From an optimization exercise on the open Yosys and OpenROAD flow, aimed at small area, a short achievable clock period and few clock cycles; shortcuts taken in it are not production practice.
At most, simulation tests tie the RTL to the original design; equivalence was not proved.
Power is estimated from default activity; no workload was simulated.

==> inputs of run a <==
## qgk
module qgk (
    input  wire        clk,
    input  wire        rst,
    input  wire        reg_wr,
    input  wire [6:0]  reg_addr,
    input  wire [31:0] reg_wdata,
    output reg  [31:0] reg_rdata,
    output wire        busy,
    output reg         mem_req,
    output reg         mem_we,
    output reg  [31:0] mem_addr,
    output reg  [3:0]  mem_be,
    output reg  [31:0] mem_wdata,
    input  wire        mem_ready,
    input  wire [31:0] mem_rdata
);
export LEC_CHECK = 0
export CAP_MARGIN = 20
export CORE_MARGIN = 2
export CORE_UTILIZATION = 60
export SLEW_MARGIN = 20
create_clock -name core_clock -period 16.0 [get_ports {clk}]
standard.sh (not shown) runs the stock make flow with config.mk's settings and CLKGATE_MAP_FILE= SYNTH_SCRIPT=/design/flow/synth_recipe.tcl, a recipe that flattens the netlist after the stock synthesis.
==> flow/flow/run.sh <==
#!/bin/bash
# The standard ORFS layout (standard synthesis, floorplan, placement, CTS,
# routing), with ORFS's timing repair asked to keep a setup margin of
# MARGIN ns at the design's clock period. The make output goes to
# standard_flow.log; ORFS keeps each step's log under orfs/logs/.
set -euo pipefail
MARGIN=8
bash standard.sh SETUP_SLACK_MARGIN=$MARGIN finish > standard_flow.log 2>&1
==> run b: changes against run a <==
--- a/flow/design.v
+++ b/flow/design.v
@@ -142,11 +142,13 @@
     wire ack = mem_req && mem_ready;
     wire [7:0]  rd_byte = mem_rdata[{ba[1:0], 3'b000} +: 8];
     wire [7:0]  rd_next = mem_rdata[{ba[1:0] + 2'd1, 3'b000} +: 8];
     wire [2:0]  gj       = (wa == 2'd1) ? aw[2:0] : (wa == 2'd2) ? {1'b0, aw[1:0]} : {2'b0, aw[0]};
     wire [2:0]  cj       = (wa == 2'd1) ? pw[3:1] : (wa == 2'd2) ? {1'b0, pw[2:1]} : {2'b0, pw[1]};
-    wire        last_j   = (gj == hmax);
+    reg         f_last_j;    
+    reg         f_c_end;     
+    wire [2:0]  cj_n = st[S_C_RD] ? 3'd0 : (st[S_C_WR] && ack) ? cj + 3'd1 : cj;
     reg         f_last_grp;  
     reg         f_k_zero;    
     reg         f_ch_zero;   
     reg         f_p_or;      
     reg         f_p_cy;      
@@ -188,13 +190,16 @@
         f_k_zero  <= (klen == 16'd0);
         f_ch_zero <= (ch == 16'd0);
         f_p_or    <= (p_bsum_n[2:0] != 3'd0);
         f_p_cy    <= p_bsum_n[3];
         f_c_tail  <= c_tail;
+        f_last_j  <= (gj == hmax);
+        f_c_end   <= (cj_n == hmax);
     end
     wire        rq_idle;
-    wire       c_end = (cj == hmax);                            
+    wire       c_end = f_c_end;
+    wire       last_j = f_last_j;
     wire       s_end = (st[S_S0] && !b_cross) || st[S_S1];      
     wire       o_end = st[S_OW] && ow_cend && owk[0];           
     wire       gap   = (st[S_BB] && f_k_zero) || (st[S_X2] && f_last_aw);
     wire       g_rdy = f_ch_zero || rq_idle;
     wire       g_ow  = !f_ch_zero && ow_need;
@@ -293,32 +298,31 @@
     wire [31:0] a_pc  = (a_base & a_off1) | (a_base & a_o2) | (a_off1 & a_o2);
     wire [31:0] na;
     wire        na_co;
     qgk_add32 u_aadd (.a(a_ps), .b({a_pc[30:0], a_cin}), .cin(1'b0), .s(na), .cout(na_co));
     wire [17:0] lane_a, lane_b;
-    qgk_lanes u_lane_a (.x(wra), .j(conv ? cj : gj), .code(wa), .z(conv ? zin : za), .l(lane_a));
+    qgk_lanes u_lane_a (.x(st[S_C_RD] ? mem_rdata : wra), .j(conv ? cj_n : gj), .code(wa),
+                        .z(conv ? zin : za), .l(lane_a));
     qgk_lanes u_lane_b (.x(wrb), .j(gj), .code(wa), .z(zb), .l(lane_b));
-    wire [31:0] cv_word = {{7{lane_a[17]}}, lane_a[17:9], {7{lane_a[8]}}, lane_a[8:0]};
-    wire [1:0]  u_lane  = src[1:0] + e_boff[1:0];
-    wire [7:0]  u_byte  = wra[{u_lane, 3'b000} +: 8];
-    wire [7:0]  u_fld   = (u_byte >> e_bit) & wa_mask;
+    wire [31:0] cv_word = {{7{la_r[17]}}, la_r[17:9], {7{la_r[8]}}, la_r[8:0]};
+    wire [7:0]  u_fld   = (rd_byte >> e_bit) & wa_mask;
     wire [15:0] u_half  = {8'd0, u_fld} - {8'd0, (conv ? zin : 8'd0)};
-    wire [15:0] p_half  = (src[1] ^ pw[0]) ? wra[31:16] : wra[15:0];
+    wire [15:0] p_half  = ba[1] ? mem_rdata[31:16] : mem_rdata[15:0];
     wire [7:0]  p_sat   = p_half[15] ? 8'd0 : (p_half > {8'd0, wa_mask}) ? wa_mask : p_half[7:0];
     wire [7:0]  p_old   = wrb[{ba[1:0], 3'b000} +: 8];
-    wire [7:0]  p_byte  = (f_p_or ? p_old : 8'd0) | (p_sat << p_bsum[2:0]);
+    wire [7:0]  p_byte  = (f_p_or ? p_old : 8'd0) | (wra[7:0] << p_bsum[2:0]);
     wire [15:0] o_fld   = owk[0] ? b2 : b1;
     wire [7:0]  o_byte  = (wo != 2'd3) ? o_fld[15:8] : owk[1] ? o_fld[15:8] : o_fld[7:0];
     always @(*) begin
         mem_addr  = {ba[31:2], 2'b00};
         mem_we    = 1'b0;
         mem_be    = 4'd0;
         mem_wdata = 32'd0;
         if (st[S_U_WR]) begin
                 mem_we    = 1'b1;
                 mem_be    = ba[1] ? 4'b1100 : 4'b0011;
-                mem_wdata = {2{u_half}};
+                mem_wdata = {2{wra[15:0]}};
         end
         if (st[S_C_WR]) begin
                 mem_we    = 1'b1;
                 mem_be    = 4'b1111;
                 mem_wdata = cv_word;
@@ -555,11 +559,13 @@
             end
             if (ack && st[S_Z0]) begin za <= rd_byte; zb <= rd_next; end
             if (ack && st[S_Z1]) zb <= rd_byte;
             if (ack && st[S_BA]) bias_a <= 1'b1;
             if (ack && st[S_BB]) begin bias_b <= 1'b1; fin <= 1'b0; end
-            if (ack && (st[S_WA] || st[S_U_RD] || st[S_P_RD] || st[S_C_RD])) wra <= mem_rdata;
+            if (ack && (st[S_WA] || st[S_C_RD])) wra <= mem_rdata;
+            if (ack && st[S_U_RD]) wra[15:0] <= u_half;
+            if (ack && st[S_P_RD]) wra[7:0] <= p_sat;
             if (ack && (st[S_WB] || st[S_P_OR])) wrb <= mem_rdata;
             if (ack && st[S_X1]) begin xv <= 1'b1; xc <= 1'b0; end
             if (ack && st[S_X2]) begin xv <= 1'b1; xc <= 1'b1; end
             if (ack && st[S_MA]) ma <= mem_rdata;
             if (ack && st[S_MB]) mb <= mem_rdata;
==> run c: changes against run a <==
--- a/flow/design.v
+++ b/flow/design.v
@@ -142,11 +142,13 @@
     wire ack = mem_req && mem_ready;
     wire [7:0]  rd_byte = mem_rdata[{ba[1:0], 3'b000} +: 8];
     wire [7:0]  rd_next = mem_rdata[{ba[1:0] + 2'd1, 3'b000} +: 8];
     wire [2:0]  gj       = (wa == 2'd1) ? aw[2:0] : (wa == 2'd2) ? {1'b0, aw[1:0]} : {2'b0, aw[0]};
     wire [2:0]  cj       = (wa == 2'd1) ? pw[3:1] : (wa == 2'd2) ? {1'b0, pw[2:1]} : {2'b0, pw[1]};
-    wire        last_j   = (gj == hmax);
+    reg         f_last_j;    
+    reg         f_c_end;     
+    wire [2:0]  cj_n = st[S_C_RD] ? 3'd0 : (st[S_C_WR] && ack) ? cj + 3'd1 : cj;
     reg         f_last_grp;  
     reg         f_k_zero;    
     reg         f_ch_zero;   
     reg         f_p_or;      
     reg         f_p_cy;      
@@ -188,13 +190,16 @@
         f_k_zero  <= (klen == 16'd0);
         f_ch_zero <= (ch == 16'd0);
         f_p_or    <= (p_bsum_n[2:0] != 3'd0);
         f_p_cy    <= p_bsum_n[3];
         f_c_tail  <= c_tail;
+        f_last_j  <= (gj == hmax);
+        f_c_end   <= (cj_n == hmax);
     end
     wire        rq_idle;
-    wire       c_end = (cj == hmax);                            
+    wire       c_end = f_c_end;
+    wire       last_j = f_last_j;
     wire       s_end = (st[S_S0] && !b_cross) || st[S_S1];      
     wire       o_end = st[S_OW] && ow_cend && owk[0];           
     wire       gap   = (st[S_BB] && f_k_zero) || (st[S_X2] && f_last_aw);
     wire       g_rdy = f_ch_zero || rq_idle;
     wire       g_ow  = !f_ch_zero && ow_need;
@@ -289,36 +294,33 @@
     wire        a_cin  = (st_adv[S_OW] & owk_n[1]) | (st_adv[S_U_RD] & st[S_U_WR] & e_nbyte) |
                          ((st_adv[S_P_OR] | st_adv[S_P_WR]) & f_p_cy);
     wire [31:0] a_o2  = {15'd0, a_off2};
     wire [31:0] a_ps  = a_base ^ a_off1 ^ a_o2;
     wire [31:0] a_pc  = (a_base & a_off1) | (a_base & a_o2) | (a_off1 & a_o2);
-    wire [31:0] na;
-    wire        na_co;
-    qgk_add32 u_aadd (.a(a_ps), .b({a_pc[30:0], a_cin}), .cin(1'b0), .s(na), .cout(na_co));
+    wire [31:0] na = a_ps + {a_pc[30:0], a_cin};
     wire [17:0] lane_a, lane_b;
-    qgk_lanes u_lane_a (.x(wra), .j(conv ? cj : gj), .code(wa), .z(conv ? zin : za), .l(lane_a));
+    qgk_lanes u_lane_a (.x(st[S_C_RD] ? mem_rdata : wra), .j(conv ? cj_n : gj), .code(wa),
+                        .z(conv ? zin : za), .l(lane_a));
     qgk_lanes u_lane_b (.x(wrb), .j(gj), .code(wa), .z(zb), .l(lane_b));
-    wire [31:0] cv_word = {{7{lane_a[17]}}, lane_a[17:9], {7{lane_a[8]}}, lane_a[8:0]};
-    wire [1:0]  u_lane  = src[1:0] + e_boff[1:0];
-    wire [7:0]  u_byte  = wra[{u_lane, 3'b000} +: 8];
-    wire [7:0]  u_fld   = (u_byte >> e_bit) & wa_mask;
+    wire [31:0] cv_word = {{7{la_r[17]}}, la_r[17:9], {7{la_r[8]}}, la_r[8:0]};
+    wire [7:0]  u_fld   = (rd_byte >> e_bit) & wa_mask;
     wire [15:0] u_half  = {8'd0, u_fld} - {8'd0, (conv ? zin : 8'd0)};
-    wire [15:0] p_half  = (src[1] ^ pw[0]) ? wra[31:16] : wra[15:0];
+    wire [15:0] p_half  = ba[1] ? mem_rdata[31:16] : mem_rdata[15:0];
     wire [7:0]  p_sat   = p_half[15] ? 8'd0 : (p_half > {8'd0, wa_mask}) ? wa_mask : p_half[7:0];
     wire [7:0]  p_old   = wrb[{ba[1:0], 3'b000} +: 8];
-    wire [7:0]  p_byte  = (f_p_or ? p_old : 8'd0) | (p_sat << p_bsum[2:0]);
+    wire [7:0]  p_byte  = (f_p_or ? p_old : 8'd0) | (wra[7:0] << p_bsum[2:0]);
     wire [15:0] o_fld   = owk[0] ? b2 : b1;
     wire [7:0]  o_byte  = (wo != 2'd3) ? o_fld[15:8] : owk[1] ? o_fld[15:8] : o_fld[7:0];
     always @(*) begin
         mem_addr  = {ba[31:2], 2'b00};
         mem_we    = 1'b0;
         mem_be    = 4'd0;
         mem_wdata = 32'd0;
         if (st[S_U_WR]) begin
                 mem_we    = 1'b1;
                 mem_be    = ba[1] ? 4'b1100 : 4'b0011;
-                mem_wdata = {2{u_half}};
+                mem_wdata = {2{wra[15:0]}};
         end
         if (st[S_C_WR]) begin
                 mem_we    = 1'b1;
                 mem_be    = 4'b1111;
                 mem_wdata = cv_word;
@@ -555,11 +557,13 @@
             end
             if (ack && st[S_Z0]) begin za <= rd_byte; zb <= rd_next; end
             if (ack && st[S_Z1]) zb <= rd_byte;
             if (ack && st[S_BA]) bias_a <= 1'b1;
             if (ack && st[S_BB]) begin bias_b <= 1'b1; fin <= 1'b0; end
-            if (ack && (st[S_WA] || st[S_U_RD] || st[S_P_RD] || st[S_C_RD])) wra <= mem_rdata;
+            if (ack && (st[S_WA] || st[S_C_RD])) wra <= mem_rdata;
+            if (ack && st[S_U_RD]) wra[15:0] <= u_half;
+            if (ack && st[S_P_RD]) wra[7:0] <= p_sat;
             if (ack && (st[S_WB] || st[S_P_OR])) wrb <= mem_rdata;
             if (ack && st[S_X1]) begin xv <= 1'b1; xc <= 1'b0; end
             if (ack && st[S_X2]) begin xv <= 1'b1; xc <= 1'b1; end
             if (ack && st[S_MA]) ma <= mem_rdata;
             if (ack && st[S_MB]) mb <= mem_rdata;
CTS_CLUSTER_DIAMETER = 140   (was default)
CTS_CLUSTER_SIZE = 18   (was default)
==> results.tsv <==
stage	metric	value	unit
clock_tree	TritonCTS Buffers	142	
finish	layout overhead on the synthesized area	14.3	%
setup_path	CP Class	flip-flop to output port	
global_routing	largest net degree at the start of global routing	150	
global_routing	met3 usage	0.210	
setup_path	Most Frequent Cell on Critical Path	o21ai_1	
worst_hold_path	hold path depth	0	
power_and_ir_drop	Clk. pwr	3.52	mW
finish	Multi-input comb cells	6480	
setup_path	worst setup path end	mem_wdata[13]	
run_status	status	timing/DRC/antenna clean	
drt	DR WL/cell	34.8	um
Source of the figures above: run a

==> results.tsv <==
stage	metric	value	unit
finish	count of non-CTS buffers in the layout	575	
setup_path	worst setup path end	reg_rdata[5]	
clock_tree	TritonCTS Buffers	146	
finish	Antenna Cells	17	
run_status	status	timing/DRC/antenna clean	
setup_path	Most Frequent Cell on Critical Path	buf_12	
global_routing	largest net degree at the start of global routing	96	
clock_tree	clock root buffer	clkbuf_16	
drt	DR WL/cell	34.6	um
setup_path	CP Class	input port to output port	
power_and_ir_drop	Clk. pwr	3.57	mW
global_routing	met3 usage	0.189	
worst_hold_path	hold path depth	0	
Source of the figures above: run b

==> results.tsv <==
stage	metric	value	unit
power_and_ir_drop	Clk. pwr	2.19	mW
global_routing	largest net degree at the start of global routing	108	
timing	Slew @ Worst Pin	1.26	ns
global_routing	vias in the first global route	74072	
finish	Multi-input comb cells	6583	
global_routing	met3 usage	0.194	
finish	Nets	9639	
drt	DR WL/cell	34.6	um
global_routing	global routing's busiest layer	met2	
setup_path	worst setup path end	reg_rdata[6]	
global_routing	global-route wire length before repair	532000	um
setup_path	Most Frequent Cell on Critical Path	buf_12	
run_status	status	timing/DRC/antenna clean	
finish	layout overhead on the synthesized area	9.51	%
Source of the figures above: run c

Testbench counts of run a, summed over its fixed seeds: cycles 62,382.
Testbench counts of run c, summed over its fixed seeds: cycles 62,382.
Only the layout flow was run in run b; the RTL was not checked for function there.

==> build 3: inputs <==
Another version of the RTL of qgk (not shown whole).
==> flow/config.mk <==
export PLATFORM = sky130hd
export DESIGN_NAME = qgk
export DESIGN_NICKNAME = qgk
export VERILOG_FILES = /design/flow/design.v
export SDC_FILE = /design/flow/constraint.sdc
export NUM_CORES = 8
export LEC_CHECK = 0
export CAP_MARGIN = 20
export CORE_MARGIN = 2
export CORE_UTILIZATION = 55
export CTS_CLUSTER_DIAMETER = 100
export CTS_CLUSTER_SIZE = 20
export SLEW_MARGIN = 20
==> flow/constraint.sdc <==
create_clock -name core_clock -period 16.0 [get_ports {clk}]
set_input_delay 3.2000 -clock core_clock [delete_from_list [all_inputs] [get_ports {clk}]]
set_output_delay 3.2000 -clock core_clock [all_outputs]
set_load 0.01 [all_outputs]
==> flow/flow/run.sh <==
#!/bin/bash
# The standard ORFS layout (standard synthesis, floorplan, placement, CTS,
# routing), with two changes: the port buffers are buf_4 cells rather than the
# default delay buffers, and ORFS's timing repair is asked to keep a setup
# margin of MARGIN ns at the design's clock period. The make output goes to
# standard_flow.log; ORFS keeps each step's log under orfs/logs/.
set -euo pipefail
MARGIN=7.6
bash standard.sh SETUP_SLACK_MARGIN=$MARGIN "BUFFER_PORTS_ARGS=-buffer_cell sky130_fd_sc_hd__buf_4" finish > standard_flow.log 2>&1
==> trial 53: changes against build 3 <==
--- a/flow/design.v
+++ b/flow/design.v
@@ -39,20 +39,19 @@
                S_MA   = 5'd11,   
                S_MB   = 5'd12,
                S_S0   = 5'd13,
                S_S1   = 5'd14,
                S_TW   = 5'd15,   
-               S_OP   = 5'd16,   
-               S_U_RD = 5'd17,   
-               S_U_WR = 5'd18,   
-               S_P_OR = 5'd19,   
-               S_P_RD = 5'd20,   
-               S_P_WR = 5'd21,   
-               S_C_RD = 5'd22,   
-               S_C_WR = 5'd23,   
-               S_RQ   = 5'd24;   
-    reg [24:0] st;
+               S_U_RD = 5'd16,   
+               S_U_WR = 5'd17,   
+               S_P_OR = 5'd18,   
+               S_P_RD = 5'd19,   
+               S_P_WR = 5'd20,   
+               S_C_RD = 5'd21,   
+               S_C_WR = 5'd22,   
+               S_RQ   = 5'd23;   
+    reg [23:0] st;
     assign busy = !st[S_IDLE];
     reg [1:0]  wa, wo;
     reg        zpc;
     reg        conv;         
     reg [31:0] pw;           
@@ -203,13 +202,13 @@
     wire       s_end = (st[S_S0] && !b_cross) || st[S_S1];      
     wire       o_end = st[S_OW] && ow_cend && owk[0];           
     wire       gap   = (st[S_BB] && f_k_zero) || (st[S_X2] && f_last_aw);
     wire       g_rdy = f_ch_zero || rq_idle;
     wire       g_ow  = !f_ch_zero && ow_need;
-    reg [24:0] st_adv;
+    reg [23:0] st_adv;
     always @(*) begin
-        st_adv         = 25'd0;
+        st_adv         = 24'd0;
         st_adv[S_IDLE] = st[S_IDLE] || (o_end && fin) || ((st[S_U_WR] || st[S_P_WR]) && f_pw_end) ||
                          (st[S_C_WR] && c_end && f_c_last && !f_c_tail) || (st[S_RQ] && rq_idle);
         st_adv[S_Z0]   = s_end && !f_last_ch && zpc;
         st_adv[S_Z1]   = st[S_Z0] && b_cross;
         st_adv[S_BA]   = (st[S_Z0] && !b_cross) || st[S_Z1] || (s_end && !f_last_ch && !zpc);
@@ -233,11 +232,11 @@
         st_adv[S_P_WR] = (st[S_P_RD] && !f_p_or) || st[S_P_OR];
         st_adv[S_C_RD] = st[S_C_WR] && c_end && !f_c_last;
         st_adv[S_C_WR] = st[S_C_RD] || (st[S_C_WR] && !c_end);
         st_adv[S_RQ]   = st[S_RQ] && !rq_idle;
     end
-    wire [24:0] st_n = st[S_IDLE] ? (cmd_wr ? (25'd1 << d_st) : (25'd1 << S_IDLE)) :
+    wire [23:0] st_n = st[S_IDLE] ? (cmd_wr ? (24'd1 << d_st) : (24'd1 << S_IDLE)) :
                        (mem_req && !mem_ready) ? st : st_adv;
     always @(posedge clk) begin
         if (cmd_wr) begin
             pw <= 32'd0;
             ch <= 16'd0;
@@ -408,33 +407,34 @@
     reg [1:0]  rq_k;
     reg        rq_req;
     reg        rq_fin;       
     reg        rq_fodd;      
     reg        rq_freq;      
-    reg [1:0]  rq_rem;
+    reg [2:0]  rq_rem;
     reg        rq_start_req;
     wire       rq_start = snap;
     wire [31:0] r_sum = rq_req ? rqsum : (rq_k == 2'd0) ? acc0 : (rq_k == 2'd1) ? acc1 :
                                          (rq_k == 2'd2) ? acc2 : acc3;
     wire [31:0] r_m   = rq_req ? rqmul : rq_k[1] ? mb : ma;
     wire [7:0]  r_s   = rq_req ? rqshift : rq_k[1] ? sb : sa;
     wire        r_psh = r_s[7];                          
     wire [4:0]  r_n1c = (r_s[7:5] == 3'b111) ? ~r_s[4:0] : 5'd31;    
     wire [4:0]  r_n2  = r_s[7] ? 5'd0 : (r_s[6:5] != 2'b00) ? 5'd31 : r_s[4:0];
-    wire [3:0]  r_steps = 4'd7 + {1'b0, r_n2[4:2]};
+    wire        r_n2big = (r_n2[4:2] != 3'd0);
+    wire [3:0]  r_steps = 4'd7 + {1'b0, r_n2[4:2]} - {3'd0, r_n2big};
+    wire [2:0]  r_rem   = r_n2big ? {1'b1, r_n2[1:0]} : {1'b0, r_n2[1:0]};
     wire        r_load = (rq_ph == R_LOAD);
     wire [3:0]  r_dig = r_load ? r_sum[3:0] : rq_pre[3:0];
     wire        r_dpb = r_load ? 1'b0 : rq_pb;
     wire [31:0] r_ain = r_load ? 32'd0 : rq_a;
     wire [35:0] r_acc;
     qgk_rqstep u_rqstep (.a(r_ain), .m(r_m), .d0({r_dig[1:0], r_dpb}), .d1(r_dig[3:1]), .s(r_acc));
-    wire [10:0] f_lo  = rq_a[10:0] >> rq_rem;
+    wire [14:0] f_lo  = rq_a[14:0] >> rq_rem;
     wire        f_neg = rq_a[31];
-    wire [2:0]  f_hm  = (rq_rem == 2'd0) ? 3'b111 : (rq_rem == 2'd1) ? 3'b110 :
-                        (rq_rem == 2'd2) ? 3'b100 : 3'b000;
-    wire        f_h0  = (rq_a[31:11] == 21'd0) && ((rq_a[10:8] & f_hm) == 3'd0);
-    wire        f_h1  = (rq_a[31:11] == {21{1'b1}}) && ((rq_a[10:8] & f_hm) == f_hm);
+    wire [6:0]  f_hm  = 7'b1111111 << rq_rem;            
+    wire        f_h0  = (rq_a[31:15] == 17'd0) && ((rq_a[14:8] & f_hm) == 7'd0);
+    wire        f_h1  = (rq_a[31:15] == {17{1'b1}}) && ((rq_a[14:8] & f_hm) == f_hm);
     wire [8:0]  f_sum = {1'b0, f_lo[7:0]} + {1'b0, zout};
     wire [7:0]  r_max = (wo == 2'd1) ? 8'd3 : (wo == 2'd2) ? 8'd15 : 8'd255;
     wire [7:0]  f_min = (f_sum[7:0] > r_max) ? r_max : f_sum[7:0];
     wire [7:0]  r_q   = f_h0 ? ((f_sum > {1'b0, r_max}) ? r_max : f_sum[7:0]) :
                         f_h1 ? (f_sum[8] ? f_min : 8'd0) :
@@ -450,11 +450,11 @@
                     rq_req <= rq_start_req;
                     if (rq_start || rq_start_req)
                         rq_ph <= R_LOAD;
                 end
                 R_LOAD: begin
-                    rq_rem <= r_n2[1:0];
+                    rq_rem <= r_rem;
                     if (!r_psh) begin
                         rq_a     <= r_acc[35:4];
                         rq_pre   <= {{4{r_sum[31]}}, r_sum[31:4]};
                         rq_pb    <= r_sum[3];
                         rq_cnt   <= {1'b0, r_steps} - 5'd1;
@@ -501,11 +501,11 @@
                 b1 <= (wo == 2'd1) ? {r_q[1:0], b1[15:2]} : (wo == 2'd2) ? {r_q[3:0], b1[15:4]} : {r_q, b1[15:8]};
             else
                 b2 <= (wo == 2'd1) ? {r_q[1:0], b2[15:2]} : (wo == 2'd2) ? {r_q[3:0], b2[15:4]} : {r_q, b2[15:8]};
         end
     end
-    assign rq_idle = (rq_ph == R_IDLE) && !rq_start && !rq_start_req;
+    assign rq_idle = (rq_ph == R_IDLE) && !rq_start_req;
     wire        h_wr = reg_wr && st[S_IDLE];
     wire [31:0] dz   = reg_wdata & {32{~rst}};
     wire [4:0]  ha   = reg_addr[6:2];
     assign      snap = ack && (st[S_S1] || (st[S_S0] && !b_cross));
     always @(posedge clk) begin
@@ -538,11 +538,11 @@
     always @(posedge clk) begin
         rq_start_req <= 1'b0;
         xv           <= 1'b0;
         bias_a       <= 1'b0;
         bias_b       <= 1'b0;
-        st    <= rst ? (25'd1 << S_IDLE) : st_n;
+        st    <= rst ? (24'd1 << S_IDLE) : st_n;
         if (st[S_IDLE])
             ba <= (reg_wdata[3:0] == 4'd5) ? (reg_wdata[8] ? zptr : bptr) : src;
         else if (!(mem_req && !mem_ready))
             ba <= na;
         if (rst) begin
Settings changed: CAP_MARGIN 20 to 30, CORE_UTILIZATION 55 to 50, PLACE_DENSITY set to 0.7, SLEW_MARGIN 20 to 30.
==> trial 92: changes against build 3 <==
--- a/flow/design.v
+++ b/flow/design.v
@@ -151,14 +151,13 @@
     reg         f_k_zero;    
     reg         f_ch_zero;   
     reg         f_p_or;      
     reg         f_p_cy;      
     reg         f_c_tail;    
-    wire        ow_need  = (wo == 2'd3) || (wo == 2'd2 && !ch[1]) || (wo == 2'd1 && ch[2:1] == 2'b00);
-    wire        o_full   = !fin || (wo == 2'd3) || (wo == 2'd2 && ch[1]) || (wo == 2'd1 && ch[2]);
-    wire        o_half   = o_full && !owk[1] && (ba[1:0] != 2'd3);
-    wire        ow_cend  = !o_full || o_half || owk[1];
+    wire        ow_need  = (wo != 2'd1) || !ch[1];
+    wire        o_half   = (wo == 2'd3) && !owk[1] && (ba[1:0] != 2'd3);
+    wire        ow_cend  = (wo != 2'd3) || o_half || owk[1];
     wire        b_cross  = (ba[1:0] == 2'd3);
     wire [31:0] e_boff = (wa == 2'd1) ? {2'd0, pw[31:2]} : (wa == 2'd2) ? {1'b0, pw[31:1]} : pw;
     wire [2:0]  e_bit  = (wa == 2'd1) ? {pw[1:0], 1'b0} : (wa == 2'd2) ? {pw[0], 2'b0} : 3'd0;
     wire [3:0]  p_bsum = {1'b0, e_bit} + {1'b0, pbit};
     wire [1:0]  pw_lo_n  = st[S_IDLE] ? 2'd0 : (st[S_P_WR] && ack) ? pw[1:0] + 2'd1 : pw[1:0];
@@ -254,11 +253,11 @@
         if ((ack && st[S_BB]) || st[S_TW])
             owk <= 2'd0;
         if (ack && st[S_OW]) begin
             owk <= !ow_cend ? (2'b10 | owk) : {1'b0, ~owk[0]};
             if (ow_cend && owk[0])
-                co <= co + (o_full ? 16'd2 : 16'd1);
+                co <= co + ((wo == 2'd3) ? 16'd2 : 16'd1);
         end
     end
     wire [1:0]  owk_n = st[S_OW] ? (!ow_cend ? (2'b10 | owk) : {1'b0, ~owk[0]}) : 2'b00;
     wire        from_s  = (st[S_S0] || st[S_S1]);
     wire        op_adv  = o_end && fin;
@@ -309,11 +308,11 @@
     wire [15:0] p_half  = ba[1] ? mem_rdata[31:16] : mem_rdata[15:0];
     wire [7:0]  p_sat   = p_half[15] ? 8'd0 : (p_half > {8'd0, wa_mask}) ? wa_mask : p_half[7:0];
     wire [7:0]  p_old   = wrb[{ba[1:0], 3'b000} +: 8];
     wire [7:0]  p_byte  = (f_p_or ? p_old : 8'd0) | (wra[7:0] << p_bsum[2:0]);
     wire [15:0] o_fld   = owk[0] ? b2 : b1;
-    wire [7:0]  o_byte  = (!o_full || owk[1]) ? o_fld[15:8] : o_fld[7:0];
+    wire [7:0]  o_byte  = (wo != 2'd3) ? o_fld[15:8] : owk[1] ? o_fld[15:8] : o_fld[7:0];
     always @(*) begin
         mem_addr  = {ba[31:2], 2'b00};
         mem_we    = 1'b0;
         mem_be    = 4'd0;
         mem_wdata = 32'd0;
Settings changed: CORE_UTILIZATION 55 to 62.
==> summary.txt <==
Trial 92 produced a clean layout. Trial 53 passed the timing, DRC and antenna checks. Build 3 passed the timing, DRC and antenna checks. The highest core utilization belongs to trial 92, the lowest to trial 53. Via count: trial 92 > build 3 > trial 53. The highest final area belongs to trial 53, the lowest to build 3. Between build 3 and trial 92, the lower combinational power is in trial 92 (gap about 80%, measured against trial 92). First-iteration DRC count, highest first: trial 92, build 3, trial 53. Clock power is about the same in trial 53 and trial 92.
Testbench counts of trial 53, summed over its fixed seeds: cycles 61,590.
Testbench counts of trial 92, summed over its fixed seeds: cycles 62,166.
The RTL of build 3 was laid out without a check of its function.

==> what the ideal ports hide <==
How much do the figures lean on ideal ports? The routed layouts below were timed once more, with nothing changed but the port constraints. Step 1 sets driving cells, clkbuf_16 on the clock port and buf_2 on the other inputs (assumed; they add their load-dependent delay and slew). Step 2, shift: input delay + t, output delay - t, t = (earliest + latest rising clock arrival at the registers) / 2. This alone moves slack from input paths to output paths. Three values: ideal ports, drivers, drivers and shift; two values: the first two.
| run | t, ns | setup WS [ns] | worst setup path at the end | worst data-port slew with drivers (ns) | pins driven straight from the clock port |
|---|---|---|---|---|---|
| run a | 0.922 | 7.213 / 7.123 / 7.213 | input to output | 0.16 | 1 |
| run b | 0.912 | 7.342 / 7.303 / 7.303 | input to output | 0.10 | 1 |
| run c | 0.827 | 7.135 / 7.103 / 7.103 | input to output | 0.05 | 1 |
| build 3 | 0.836 | 7.470 / 7.266 / 6.864 | input to register | 0.24 | 1 |
| trial 53 | 0.838 | 7.415 / 7.350 / 7.318 | input to register | 0.11 | 1 |
| trial 92 | 0.825 | 7.303 / 7.134 / 6.941 | input to register | 0.27 | 1 |
After both steps setup and hold are still met in every run listed. The setup slack of build 3, which loses most, moves by -0.204 ns with the drivers and by -0.606 ns with both steps.
